From an optimization exercise on the open Yosys and OpenROAD flow, aimed at small area, a short achievable clock period and few clock cycles per item; shortcuts taken in it are not production practice. Where RTL was checked, it was by simulation tests only, not by an equivalence proof against the original. Power is estimated from default activity; no workload was simulated.

## fp_encode_1750a
module fp_encode_1750a (
    input  wire        clk,
    input  wire        rst,
    input  wire        in_valid,
    output wire        in_ready,
    input  wire [63:0] in_value,
    input  wire  [7:0] in_width,
    output wire        out_valid,
    input  wire        out_ready,
    output wire [47:0] out_data,
    output wire  [2:0] out_nbytes,
    output wire  [1:0] out_status
);
For scale: ~930 cells after synthesis, roughly 71 flip-flops, ~130 I/O pins, about 0.0057 sq mm of cells after synthesis.
==> flow/config.mk <==
export PLATFORM = sky130hd
export DESIGN_NAME = fp_encode_1750a
export DESIGN_NICKNAME = fp_encode_1750a
export VERILOG_FILES = /design/flow/design.v
export SDC_FILE = /design/flow/constraint.sdc
export NUM_CORES = 4
export LEC_CHECK = 0
export ABC_AREA = 1
export CAP_MARGIN = 20
export CORE_MARGIN = 2
export CORE_UTILIZATION = 40
export CTS_BUF_LIST = sky130_fd_sc_hd__clkbuf_8
export SLEW_MARGIN = 20
==> flow/constraint.sdc <==
create_clock -name core_clock -period 10.0 [get_ports {clk}]
set_input_delay 2.0000 -clock core_clock [delete_from_list [all_inputs] [get_ports {clk}]]
set_output_delay 2.0000 -clock core_clock [all_outputs]
set_load 0.01 [all_outputs]
standard.sh (not shown) runs the stock make flow with config.mk's settings and CLKGATE_MAP_FILE= SYNTH_SCRIPT=/design/flow/synth_recipe.tcl, a recipe that flattens the netlist after the stock synthesis.
==> flow/flow/run.sh <==
#!/bin/bash
# The standard layout (standard.sh, the standard flow's own ORFS flow) with four changes:
# the port buffers are sky130_fd_sc_hd__buf_2 cells instead of the delay
# buffers buffer_ports picks by default (every port still gets a buffer),
# timing repair aims for a setup slack of 5.4 ns, clock tree synthesis adds
# no dummy loads, and the request data ports' buffers are made buf_1 after
# global placement (flow/ports.tcl).
set -euo pipefail
export BUFFER_PORTS_ARGS="-buffer_cell sky130_fd_sc_hd__buf_2"
export SETUP_SLACK_MARGIN=5.4
export CTS_ARGS="-sink_clustering_enable -repair_clock_nets -buf_list sky130_fd_sc_hd__clkbuf_8 -dont_use_dummy_load"
export POST_GLOBAL_PLACE_TCL="$PWD/flow/ports.tcl"
bash standard.sh > standard.log 2>&1
==> flow/flow/ports.tcl <==
# After global placement: the buffers of the request data ports (in_value,
# in_width) become sky130_fd_sc_hd__buf_1. Every port keeps its buffer; the
# handshake and reset ports keep buf_2. Timing repair may resize them again.
set block [ord::get_db_block]
set n 0
foreach bterm [$block getBTerms] {
  set name [$bterm getName]
  if {[$bterm getIoType] ne "INPUT"} { continue }
  if {![string match "in_value*" $name] && ![string match "in_width*" $name]} { continue }
  set net [$bterm getNet]
  foreach iterm [$net getITerms] {
    set inst [$iterm getInst]
    if {[[$inst getMaster] getName] eq "sky130_fd_sc_hd__buf_2"} {
      replace_cell [get_cells [$inst getName]] sky130_fd_sc_hd__buf_1
      incr n
    }
  }
}
puts "ports.tcl: $n input buffers resized to buf_1"
The baseline completed with no timing, DRC or antenna violations.
Edit:
- ABC_AREA: 1 -> 0
Result: Final cell count went down by about a fifth. Setup slack loses 7.8 ps. Power goes down slightly.
No run of this note included a check of the RTL's function; only the layout flow was run.


harbor:
fp_encode_1750a, a different RTL version from the one above (not shown whole).
Size: ~660 cells after synthesis, roughly 72 flip-flops, roughly 5300 sq um of cells after synthesis.
// fp_encode_1750a
module fp_encode_1750a (
    input  wire        clk,
    input  wire        rst,
    input  wire        in_valid,
    output wire        in_ready,
    input  wire [63:0] in_value,
    input  wire  [7:0] in_width,
    output wire        out_valid,
    input  wire        out_ready,
    output wire [47:0] out_data,
    output wire  [2:0] out_nbytes,
    output wire  [1:0] out_status
);
    wire [52:0] c_sig;
    wire        c_subn;
    wire  [2:0] c_fsel;
    wire        c_m39, c_m38;
    wire  [7:0] c_xe;
    wire        c_xinc, c_xdec;
    wire        c_nf;
    enc1750_core u_core (
        .value (in_value),
        .width (in_width),
        .sig   (c_sig),
        .subn  (c_subn),
        .fsel  (c_fsel),
        .m39   (c_m39),
        .m38   (c_m38),
        .xe    (c_xe),
        .xinc  (c_xinc),
        .xdec  (c_xdec),
        .nf    (c_nf)
    );
    reg        ov;       
    reg [52:0] sig_q;
    reg  [2:0] fsel_q;
    reg        m39_q, m38_q;
    reg  [7:0] xe_q;
    reg        xinc_q, xdec_q;
    reg        nf_q;
    reg        pend_q;   
    wire pend = (m39_q & sig_q[52]) | (m38_q & ~sig_q[52]);
    wire load = ~ov | (~pend & out_ready);
    assign in_ready  = ~rst & (~ov | (~pend_q & out_ready));
    assign out_valid = ~rst & ov & ~pend_q;
    wire top5z = m39_q ? &sig_q[52:48] : ~|sig_q[52:48];
    always @(posedge clk) begin
        if (rst) begin
            ov     <= 1'b0;
            pend_q <= 1'b0;
        end else if (load) begin
            ov     <= in_valid;
            pend_q <= in_valid & c_subn;
        end else if (pend) begin
            pend_q <= (top5z ? sig_q[47] : sig_q[51]) ~^ m39_q;
        end
    end
    wire sel_ld = load;
    wire sel_s5 = ~load & pend & top5z;
  ...
Settings: LEC_CHECK=0, ABC_AREA=0, CAP_MARGIN=20, CORE_MARGIN=2, CORE_UTILIZATION=40, CTS_BUF_LIST=sky130_fd_sc_hd__clkbuf_8, SLEW_MARGIN=20; clock period 10.0 ns.
==> flow/flow/run.sh <==
#!/bin/bash
# The standard layout (standard.sh, the standard flow's own ORFS flow) with four changes:
# the port buffers are sky130_fd_sc_hd__buf_2 cells instead of the delay
# buffers buffer_ports picks by default (every port still gets a buffer),
# timing repair aims for a setup slack of 5.4 ns, clock tree synthesis adds
# no dummy loads, and the request data ports' buffers are made buf_1 after
# global placement (flow/ports.tcl).
set -euo pipefail
export BUFFER_PORTS_ARGS="-buffer_cell sky130_fd_sc_hd__buf_2"
export SETUP_SLACK_MARGIN=5.4
export CTS_ARGS="-sink_clustering_enable -repair_clock_nets -buf_list \"sky130_fd_sc_hd__clkbuf_4 sky130_fd_sc_hd__clkbuf_8\" -root_buf sky130_fd_sc_hd__clkbuf_8 -dont_use_dummy_load"
export POST_GLOBAL_PLACE_TCL="$PWD/flow/ports.tcl"
bash standard.sh > standard.log 2>&1
Scripts as last shown in full above: flow/flow/ports.tcl
Testbench counts of harbor, summed over its fixed seeds: cycles 24,809, items 24,000.
What quartz does differently from harbor at the input level:
==> flow/flow/run.sh <==
#!/bin/bash
# The standard layout (standard.sh, the standard flow's own ORFS flow) with four changes:
# the port buffers are sky130_fd_sc_hd__buf_2 cells instead of the delay
# buffers buffer_ports picks by default (every port still gets a buffer),
# timing repair aims for a setup slack of 5.0 ns, clock tree synthesis adds
# no dummy loads, and the request data ports' buffers are made buf_1 after
# global placement (flow/ports.tcl).
set -euo pipefail
export BUFFER_PORTS_ARGS="-buffer_cell sky130_fd_sc_hd__buf_2"
export SETUP_SLACK_MARGIN=5.0
export CTS_ARGS="-sink_clustering_enable -repair_clock_nets -buf_list sky130_fd_sc_hd__clkbuf_8 -dont_use_dummy_load"
export POST_GLOBAL_PLACE_TCL="$PWD/flow/ports.tcl"
bash standard.sh > standard.log 2>&1
### Flow results
quartz and harbor ended up with nearly the same combinational power. Mean cell area of the mapped netlist came out exactly the same in quartz and harbor. Total power improves in quartz relative to harbor. The synthesis-to-finish area growth reported for quartz is smaller than that of harbor by 0.42 points. | worst-case setup margin in the final layout | quartz vs harbor | 0.23 ns lower |. harbor reports its type of the setup path with the least slack as input port to output pin while quartz reports register to output pin. The higher routed wire length of quartz and harbor is in harbor. There was hardly any difference in clock distribution area overhead in the final layout between quartz and harbor.
Input changes introduced in willow (baseline for comparison: quartz):
==> flow/flow/run.sh <==
#!/bin/bash
# The standard layout (standard.sh, the standard flow's own ORFS flow) with four changes:
# the port buffers are sky130_fd_sc_hd__buf_2 cells instead of the delay
# buffers buffer_ports picks by default (every port still gets a buffer),
# timing repair aims for a setup slack of 5.6 ns, clock tree synthesis adds
# no dummy loads, and the request data ports' buffers are made buf_1 and the
# reset and handshake ports' buffers buf_4 after
# global placement (flow/ports.tcl).
set -euo pipefail
export BUFFER_PORTS_ARGS="-buffer_cell sky130_fd_sc_hd__buf_2"
export SETUP_SLACK_MARGIN=5.6
export CTS_ARGS="-sink_clustering_enable -repair_clock_nets -buf_list sky130_fd_sc_hd__clkbuf_8 -dont_use_dummy_load"
export POST_GLOBAL_PLACE_TCL="$PWD/flow/ports.tcl"
bash standard.sh > standard.log 2>&1
diff --git a/flow/flow/ports.tcl b/flow/flow/ports.tcl
--- a/flow/flow/ports.tcl
+++ b/flow/flow/ports.tcl
@@ -18,2 +18,19 @@
 }
 puts "ports.tcl: $n input buffers resized to buf_1"
+
+# The reset and handshake ports' buffers become sky130_fd_sc_hd__buf_4: the
+# paths from rst and out_ready to in_ready and out_valid set the period.
+set m 0
+foreach bterm [$block getBTerms] {
+  set name [$bterm getName]
+  if {[lsearch -exact {rst out_ready in_ready out_valid} $name] < 0} { continue }
+  set net [$bterm getNet]
+  foreach iterm [$net getITerms] {
+    set inst [$iterm getInst]
+    if {[[$inst getMaster] getName] eq "sky130_fd_sc_hd__buf_2"} {
+      replace_cell [get_cells [$inst getName]] sky130_fd_sc_hd__buf_4
+      incr m
+    }
+  }
+}
+puts "ports.tcl: $m handshake port buffers resized to buf_4"
### Flow results
- In the flow results for quartz and willow, the multi-input combinational cell area is larger on willow.
- Per the comparison of willow with quartz, largest stage delay on the critical path lower, met1 demand-to-capacity share in global routing went down 1.1 points.
Edits applied to the flow inputs when going from willow to sierra:
==> flow/flow/run.sh <==
#!/bin/bash
# The standard layout (standard.sh, the standard flow's own ORFS flow) with four changes:
# the port buffers are sky130_fd_sc_hd__buf_2 cells instead of the delay
# buffers buffer_ports picks by default (every port still gets a buffer),
# timing repair aims for a setup slack of 5.4 ns, clock tree synthesis adds
# no dummy loads, and the request data ports' buffers are made buf_1 after
# global placement (flow/ports.tcl).
set -euo pipefail
export BUFFER_PORTS_ARGS="-buffer_cell sky130_fd_sc_hd__buf_2"
export SETUP_SLACK_MARGIN=5.4
export CTS_ARGS="-sink_clustering_enable -repair_clock_nets -buf_list sky130_fd_sc_hd__clkbuf_8 -dont_use_dummy_load"
export POST_GLOBAL_PLACE_TCL="$PWD/flow/ports.tcl"
bash standard.sh > standard.log 2>&1
==> flow/flow/ports.tcl <==
# After global placement: the buffers of the request data ports (in_value,
# in_width) become sky130_fd_sc_hd__buf_1. Every port keeps its buffer; the
# handshake and reset ports keep buf_2. Timing repair may resize them again.
set block [ord::get_db_block]
set n 0
foreach bterm [$block getBTerms] {
  set name [$bterm getName]
  if {[$bterm getIoType] ne "INPUT"} { continue }
  if {![string match "in_value*" $name] && ![string match "in_width*" $name]} { continue }
  set net [$bterm getNet]
  foreach iterm [$net getITerms] {
    set inst [$iterm getInst]
    if {[[$inst getMaster] getName] eq "sky130_fd_sc_hd__buf_2"} {
      replace_cell [get_cells [$inst getName]] sky130_fd_sc_hd__buf_1
      incr n
    }
  }
}
puts "ports.tcl: $n input buffers resized to buf_1"
Cell with the biggest individual delay on the critical path: sky130_fd_sc_hd__nor3b_1 -> sierra, sky130_fd_sc_hd__nor3b_2 -> willow. sierra vs. willow: final area shrank by 140 sq um, core utilization shrank by 1.1 points, sequential share of cell area held steady, share of total power in combinational logic shrank by 0.2 points. When sierra is set beside willow, its maximum frequency turns out to be about 0.8% smaller. Of sierra and willow, the lower fraction of layout instances using a drive strength above 1 belongs to sierra. Clock-pin slew on the worst setup and hold paths (lower): sierra.


Setup of run A:
Another version of the RTL of fp_encode_1750a (not shown whole).
For scale: roughly 870 cells after synthesis, about 71 flip-flops, roughly 130 I/O pins, ~5500 sq um of cells after synthesis.
==> flow/design.v (excerpt) <==
module fp_encode_1750a (
    input  wire        clk,
    input  wire        rst,
    input  wire        in_valid,
    output wire        in_ready,
    input  wire [63:0] in_value,
    input  wire  [7:0] in_width,
    output wire        out_valid,
    input  wire        out_ready,
    output wire [47:0] out_data,
    output wire  [2:0] out_nbytes,
    output wire  [1:0] out_status
);
    wire [52:0] c_sig;
    wire        c_subn;
    wire  [2:0] c_fsel;
    wire        c_m39, c_m38;
    wire  [7:0] c_xe;
    wire        c_xinc, c_xdec;
    wire        c_nf;
    enc1750_core u_core (
        .value (in_value),
        .width (in_width),
        .sig   (c_sig),
        .subn  (c_subn),
        .fsel  (c_fsel),
        .m39   (c_m39),
        .m38   (c_m38),
        .xe    (c_xe),
        .xinc  (c_xinc),
        .xdec  (c_xdec),
        .nf    (c_nf)
    );
    reg        ov;       
    reg [52:0] sig_q;
    reg  [2:0] fsel_q;
  ...
==> flow/config.mk <==
export PLATFORM = sky130hd
export DESIGN_NAME = fp_encode_1750a
export DESIGN_NICKNAME = fp_encode_1750a
export VERILOG_FILES = /design/flow/design.v
export SDC_FILE = /design/flow/constraint.sdc
export NUM_CORES = 4
export LEC_CHECK = 0
export ABC_AREA = 1
export CAP_MARGIN = 20
export CORE_MARGIN = 2
export CORE_UTILIZATION = 40
export CTS_BUF_LIST = sky130_fd_sc_hd__clkbuf_8
export SLEW_MARGIN = 20
==> flow/constraint.sdc <==
create_clock -name core_clock -period 10.0 [get_ports {clk}]
set_input_delay 2.0000 -clock core_clock [delete_from_list [all_inputs] [get_ports {clk}]]
set_output_delay 2.0000 -clock core_clock [all_outputs]
set_load 0.01 [all_outputs]
==> flow/flow/run.sh <==
#!/bin/bash
# The standard layout (standard.sh, the standard flow's own ORFS flow) with two changes:
# the port buffers are sky130_fd_sc_hd__buf_2 cells instead of the delay
# buffers buffer_ports picks by default (every port still gets a buffer),
# and timing repair aims for a setup slack of 5.4 ns.
set -euo pipefail
export BUFFER_PORTS_ARGS="-buffer_cell sky130_fd_sc_hd__buf_2"
export SETUP_SLACK_MARGIN=5.4
bash standard.sh > standard.log 2>&1
Testbench counts of run A, summed over its fixed seeds: cycles 24,936, items 24,000.
Inputs modified between run A and run B:
--- a/flow/flow/run.sh
+++ b/flow/flow/run.sh
@@ -4,6 +4,6 @@
 # buffers buffer_ports picks by default (every port still gets a buffer),
-# and timing repair aims for a setup slack of 5.4 ns.
+# and timing repair aims for a setup slack of 5.8 ns.
 set -euo pipefail
 export BUFFER_PORTS_ARGS="-buffer_cell sky130_fd_sc_hd__buf_2"
-export SETUP_SLACK_MARGIN=5.4
+export SETUP_SLACK_MARGIN=5.8
 bash standard.sh > standard.log 2>&1
As of run B, non-clock buffer count had risen by a few percent compared to run A. Between run A and run B, the flow reports cell count increasing slightly. Compared with run A, run B shows a cell area that is about 3% higher. Global routing met1 resource utilization on run B is down relative to run A. Share of cell area taken by multi-input logic gates delta (run A -> run B): insignificant. The sequential share of power in run B sits 0.6 points above the value recorded for run A. Diff run A..run B | standard cell area after detailed placement | negligible. The clock share of power number comes out lower for run B vs run A. Between run B and run A, the global-route usage does not differ in any meaningful way. Summary — biggest fanout along the worst timing path, run B relative to run A: lower, by 1. When the final numbers for run A and run B were put side by side, the final period demand of the worst path turned out to be smaller in run B.
Inputs modified between run B and run C:
- an added SETUP_SLACK_MARGIN of 5
==> flow/flow/run.sh <==
#!/bin/bash
# The standard layout (standard.sh, the standard flow's own ORFS flow) with one change:
# the port buffers are sky130_fd_sc_hd__buf_2 cells instead of the delay
# buffers buffer_ports picks by default. Every port still gets a buffer.
set -euo pipefail
export BUFFER_PORTS_ARGS="-buffer_cell sky130_fd_sc_hd__buf_2"
bash standard.sh > standard.log 2>&1
### Flow results
- On buffers plus inverters on the worst setup path: run C sits above run B.
- The core of run C is less densely filled than that of run B.
- Of run B and run C, run C shows the higher fraction of power consumed by the clock network, with run B below it.
- Any difference in hold slack between run B and run C is small enough to ignore.
- Both conditions hold for run C: the flow ran to the end and the final layout passed the timing, DRC and antenna checks.
- Looking at cell with the largest stage delay on the worst path, the edfxtp_1 result is from run C; the buf_2 one comes from run B.
- Looking at worst setup slack across both flows, run C is the weaker of the two, with run B ahead.
- Worst setup path endpoint = out_data[39]: run C; worst setup path endpoint = in_ready: run B
- Non-clock buffer count, run B and run C: smaller value in run C
- Sort run B and run C by cell count desc -> top: run B
- Side by side, clock network power turned out higher in run C than in run B.
- As far as total congestion overflow is concerned, run C and run B perform about the same.

[what the ideal ports hide]
The flow's constraints put no driver on any port. The routed layouts listed below were extracted and timed again, unchanged, in two steps.
Step 1: set_driving_cell puts a clkbuf_16 on clk and a buf_2 on each other input, an assumption about the parent block.
Step 2 also shifts input and output timing later by t, the mid clock arrival at the registers, as if the neighbouring blocks saw the same clock.
Slacks: no drivers / after step 1 / after step 2; pairs: no drivers / after step 1.
run	shift t [ns]	setup WS [ns]	hold WS [ns]	worst slew at a driven data input, ns	cell pins on the clock port's net
the first run of note 1	0.385	5.570 / 5.533 / 5.549	0.470 / 0.470 / 0.470	0.06	1
the second run of note 1	0.379	5.562 / 5.543 / 5.543	0.486 / 0.486 / 0.486	0.04	1
harbor	0.376	5.575 / 5.552 / 5.557	0.487 / 0.487 / 0.487	0.07	1
quartz	0.372	5.341 / 5.307 / 5.557	0.481 / 0.481 / 0.481	0.07	1
willow	0.386	5.610 / 5.568 / 5.568	0.477 / 0.477 / 0.477	0.07	1
sierra	0.376	5.575 / 5.552 / 5.557	0.487 / 0.487 / 0.487	0.07	1
run A	0.388	5.529 / 5.510 / 5.510	0.478 / 0.478 / 0.478	0.03	1
run B	0.384	5.594 / 5.557 / 5.557	0.476 / 0.476 / 0.476	0.05	1
run C	0.387	5.409 / 5.376 / 5.510	0.479 / 0.479 / 0.479	0.03	1
After both steps every run listed still meets setup and hold. The setup slack of willow, which loses most, moves by -0.042 ns with the drivers and by -0.042 ns with both steps.
